Source: an optimization exercise on an open RTL-to-GDS flow (aim: small area, a short achievable clock period and few clock cycles per item). Production flows keep margins and buffers that such runs may drop.
The RTL was checked by simulation tests, not by an equivalence proof against the original design.

// modsynth
module modsynth (
    input  wire        clk,
    input  wire        rst,
    input  wire        cmd_valid,
    output wire        cmd_ready,
    input  wire [2:0]  cmd_data,
    output wire        smp_valid,
    input  wire        smp_ready,
    output wire [15:0] smp_data
);
    reg        busy;    
    reg        f2;      
    reg        half;    
    reg        neg;     
    reg        dir;     
    reg  [8:0] x;       
    reg [15:0] g_q;       
    reg        smp_neg;   
    assign cmd_ready = ~busy & ~rst;
    assign smp_valid =  busy & ~rst;
    wire accept = cmd_valid & cmd_ready & (cmd_data[2:1] != 2'b11);
    wire emit   = smp_valid & smp_ready;
    wire last   = ~dir & (x == (f2 ? 9'd4 : 9'd10)) & (smp_neg != neg);
    wire        wrap  = f2 ? (dir ? (x >= 9'd508) : (x >= 9'd496))
                           : (dir ? (x >= 9'd502) : (x >= 9'd490));
    wire [5:0]  step  = f2 ? (wrap ? (dir ? 6'd5 : 6'd28) : 6'd4)
                           : (wrap ? (dir ? 6'd11 : 6'd34) : 6'd10);
    wire [8:0]  x_n   = x + {3'd0, step};
    wire        dir_n = dir ^ wrap;
    wire        neg_n = neg ^ (wrap & dir);
    wire [8:0]  a     = x ^ {9{dir}};
    wire [5:0] ah = a[8:3];
    wire [2:0] al = a[2:0];
    wire [19:0] tb;
    wire [9:0] ts;
    wire [1:0] tr;
    modsynth_tab u_tab (.a(a), .tb(tb), .ts(ts), .tr(tr));
    wire [19:0] p0 = {10'd0, ts & {10{al[0]}}};
    wire [19:0] p1 = {9'd0, ts & {10{al[1]}}, 1'b0};
    wire [19:0] p2 = {8'd0, ts & {10{al[2]}}, 2'b0};
    wire [2:0] c2 = half ? (neg ? 3'd0 : 3'd4) : (neg ? 3'd1 : 3'd3);    
    wire [2:0] e  = {1'b0, tr} + c2;
  ...
Size: roughly 31 flip-flops, about 25 I/O pins.
Settings: LEC_CHECK=0, ABC_AREA=1, CAP_MARGIN=20, CORE_MARGIN=2, CORE_UTILIZATION=60, SLEW_MARGIN=20, SYNTH_MEMORY_MAX_BITS=65536; clock period 14.0 ns.
standard.sh (not shown) runs the stock make flow with config.mk's settings and CLKGATE_MAP_FILE= SYNTH_SCRIPT=/design/flow/synth_recipe.tcl, a recipe that flattens the netlist after the stock synthesis.
==> flow/flow/run.sh <==
#!/bin/bash
# The standard layout (the standard.sh: ORFS synthesis to finish, unchanged
# scripts and constraints) with three knobs changed for a shorter achieved
# period: the ports get buf_2 buffers (not delay buffers), sizing may swap
# cells of different footprints, and the timing repair aims at a setup slack
# of 7.8 ns.
set -euo pipefail
bash standard.sh SETUP_SLACK_MARGIN=7.8 MATCH_CELL_FOOTPRINT=0 \
    "BUFFER_PORTS_ARGS=-buffer_cell sky130_fd_sc_hd__buf_2" finish > standard.log 2>&1
The starting point went through all stages and came out clean.
Testbench counts at the start, summed over its fixed seeds: cycles 128,128, items 128,000.
Then changed:
--- a/flow/flow/run.sh
+++ b/flow/flow/run.sh
@@ -4,6 +4,6 @@
 # period: the ports get buf_2 buffers (not delay buffers), sizing may swap
 # cells of different footprints, and the timing repair aims at a setup slack
-# of 7.8 ns.
+# of 8.0 ns.
 set -euo pipefail
-bash standard.sh SETUP_SLACK_MARGIN=7.8 MATCH_CELL_FOOTPRINT=0 \
+bash standard.sh SETUP_SLACK_MARGIN=8.0 MATCH_CELL_FOOTPRINT=0 \
     "BUFFER_PORTS_ARGS=-buffer_cell sky130_fd_sc_hd__buf_2" finish > standard.log 2>&1
- CELL_PAD_IN_SITES_DETAIL_PLACEMENT: default -> 1
- CORE_UTILIZATION: 60 -> 52
Outcome: With this change the flow did not get past global routing on GRT-0116. Synthesized cell count does not change. Synthesized area is unchanged.

---

modsynth, a different RTL version from the one above (not shown whole).
Size: roughly 1200 cells after synthesis, about 7000 um2 of cells after synthesis.
==> flow/design.v (excerpt) <==
module modsynth (
    input  wire        clk,
    input  wire        rst,
    input  wire        cmd_valid,
    output wire        cmd_ready,
    input  wire [2:0]  cmd_data,
    output wire        smp_valid,
    input  wire        smp_ready,
    output wire [15:0] smp_data
);
export LEC_CHECK = 0
export ABC_AREA = 1
export CAP_MARGIN = 20
export CORE_MARGIN = 2
export CORE_UTILIZATION = 55
export SLEW_MARGIN = 20
export SYNTH_MEMORY_MAX_BITS = 65536
create_clock -name core_clock -period 14.0 [get_ports {clk}]
==> flow/flow/run.sh <==
#!/bin/bash
# The standard layout (the standard.sh: ORFS synthesis to finish, unchanged
# scripts and constraints) with three knobs changed for a shorter achieved
# period: the ports get buf_2 buffers (not delay buffers), sizing may swap
# cells of different footprints, and the timing repair aims at a setup slack
# of 7.8 ns.
set -euo pipefail
bash standard.sh SETUP_SLACK_MARGIN=7.8 MATCH_CELL_FOOTPRINT=0 \
    "BUFFER_PORTS_ARGS=-buffer_cell sky130_fd_sc_hd__buf_2" finish > standard.log 2>&1
Testbench counts at the start, summed over its fixed seeds: cycles 128,128, items 128,000.
==> next run, changes <==
==> flow/run.sh (new file) <==
#!/bin/bash
# synth_recipe.tcl (not shown) runs the flow's synth.tcl, then flattens the netlist and writes it again
# the make line also repeats each setting of config.mk as NAME=value (left out here)
make -C /OpenROAD-flow-scripts/flow DESIGN_CONFIG=/design/flow/config.mk WORK_HOME=/design/flow/orfs CLKGATE_MAP_FILE= SYNTH_SCRIPT=/design/flow/synth_recipe.tcl finish
removed: flow/flow/run.sh
removed: flow/standard.sh
What happened: Core utilization came out lower by 4.4 points. Clock-buffer cell count is unchanged. Critical path depth came out higher by 26. Cell area goes down by a few percent. Final cell count came out lower by a few percent. Worst setup slack gets worse by 0.99 ns. Via count went down by a few percent.

---

## 04-18
Another version of the RTL of modsynth (not shown whole).
Size: about 30 flip-flops, ~25 I/O pins, ~5900 um^2 of cells after synthesis.
Design modsynth, start of the top module:
module modsynth (
    input  wire        clk,
    input  wire        rst,
    input  wire        cmd_valid,
    output wire        cmd_ready,
    input  wire [2:0]  cmd_data,
    output wire        smp_valid,
    input  wire        smp_ready,
    output wire [15:0] smp_data
);
    reg        busy;    
    reg        f2;      
    reg        half;    
    reg        neg;     
    reg        dir;     
    reg  [8:0] x;       
    reg [15:0] g_q;     
    assign cmd_ready = ~busy & ~rst;
    assign smp_valid =  busy & ~rst;
    wire accept = cmd_valid & cmd_ready & (cmd_data[2:1] != 2'b11);
    wire emit   = smp_valid & smp_ready;
    wire last   = ~dir & (x == (f2 ? 9'd4 : 9'd10)) & (g_q[15] != neg);
    wire        wrap  = f2 ? (dir ? (x >= 9'd508) : (x >= 9'd496))
                           : (dir ? (x >= 9'd502) : (x >= 9'd490));
    wire [5:0]  step  = f2 ? (wrap ? (dir ? 6'd5 : 6'd28) : 6'd4)
                           : (wrap ? (dir ? 6'd11 : 6'd34) : 6'd10);
    wire [8:0]  x_n   = x + {3'd0, step};
    wire        dir_n = dir ^ wrap;
    wire        neg_n = neg ^ (wrap & dir);
    wire [8:0]  a     = x ^ {9{dir}};
    wire [5:0] ah = a[8:3];
    wire [2:0] al = a[2:0];
    wire [17:0] tb;
    wire [9:0] ts;
    wire [1:0] tr;
    modsynth_tab u_tab (.a(a), .tb(tb), .ts(ts), .tr(tr));
    wire [18:0] p0 = {9'd0, ts & {10{al[0]}}};
    wire [18:0] p1 = {8'd0, ts & {10{al[1]}}, 1'b0};
    wire [18:0] p2 = {7'd0, ts & {10{al[2]}}, 2'b0};
    wire [18:0] p3 = {14'd0, tr, 3'd0};
    wire [18:0] s1, k1, s2, k2, s3, k3;
  ...
clock: 14.0 ns
lec_check: 0
abc_area: 1
cap_margin: 20
core_margin: 2
core_utilization: 60
slew_margin: 20
synth_memory_max_bits: 65536
==> flow/flow/run.sh <==
#!/bin/bash
# The standard layout (the standard.sh: ORFS synthesis to finish, unchanged
# scripts and constraints) with three knobs changed for a shorter achieved
# period: the ports get buf_2 buffers (not delay buffers), sizing may swap
# cells of different footprints, and the timing repair aims at a setup slack
# of 7.8 ns.
set -euo pipefail
bash standard.sh SETUP_SLACK_MARGIN=7.8 MATCH_CELL_FOOTPRINT=0 \
    "BUFFER_PORTS_ARGS=-buffer_cell sky130_fd_sc_hd__buf_2" finish > standard.log 2>&1
Testbench counts of 04-18, summed over its fixed seeds: cycles 128,128, items 128,000.
The inputs of 10-25 differ from those of 04-18 as listed below.
--- a/flow/flow/run.sh
+++ b/flow/flow/run.sh
@@ -6 +6 @@
-# of 7.8 ns.
+# of 8.0 ns.
@@ -8 +8 @@
-bash standard.sh SETUP_SLACK_MARGIN=7.8 MATCH_CELL_FOOTPRINT=0 \
+bash standard.sh SETUP_SLACK_MARGIN=8.0 MATCH_CELL_FOOTPRINT=0 \
Results
- Final critical delay including setup and external delays in 10-25 is 0.047 ns lower than in 04-18
- Taking 04-18 as the reference, in 10-25 flip-flop and latch share of the layout cell area decreased 0.19 points, global-route usage over all layers essentially unchanged, via total after detailed routing decreased 27.

re-timing with driven ports:
The flow's constraints put no driver on any port. The routed layouts listed below were extracted and timed again, unchanged, in two steps. Step 1 assumes that a clkbuf_16 drives the clock port and a buf_2 every other input. Step 2 times the ports against the registers' clock, not the clock port: input delays grow and output delays shrink by t, the midpoint of the rising clock arrivals with the driver on. Slacks: ideal ports / drivers / drivers and shift; pairs: ideal ports / drivers.
| run | t, ns | setup WS [ns] | hold slack, ns | worst setup path at the end |
|---|---|---|---|---|
| the first run of note 1 | 0.318 | 7.703 / 7.703 / 7.703 | 0.595 / 0.595 / 0.595 | register to register |
| the first run of note 2 | 0.316 | 8.019 / 8.000 / 8.000 | 0.461 / 0.461 / 0.461 | input to output |
| the second run of note 2 | 0.321 | 7.026 / 7.026 / 7.026 | 0.460 / 0.460 / 0.460 | register to register |
| 04-18 | 0.309 | 7.972 / 7.951 / 7.951 | 0.552 / 0.552 / 0.552 | input to output |
| 10-25 | 0.308 | 8.019 / 7.987 / 7.987 | 0.613 / 0.613 / 0.613 | input to output |
After both steps every run listed still meets setup and hold. The setup slack of 10-25, which loses most, moves by -0.032 ns with the drivers and by -0.032 ns with both steps.
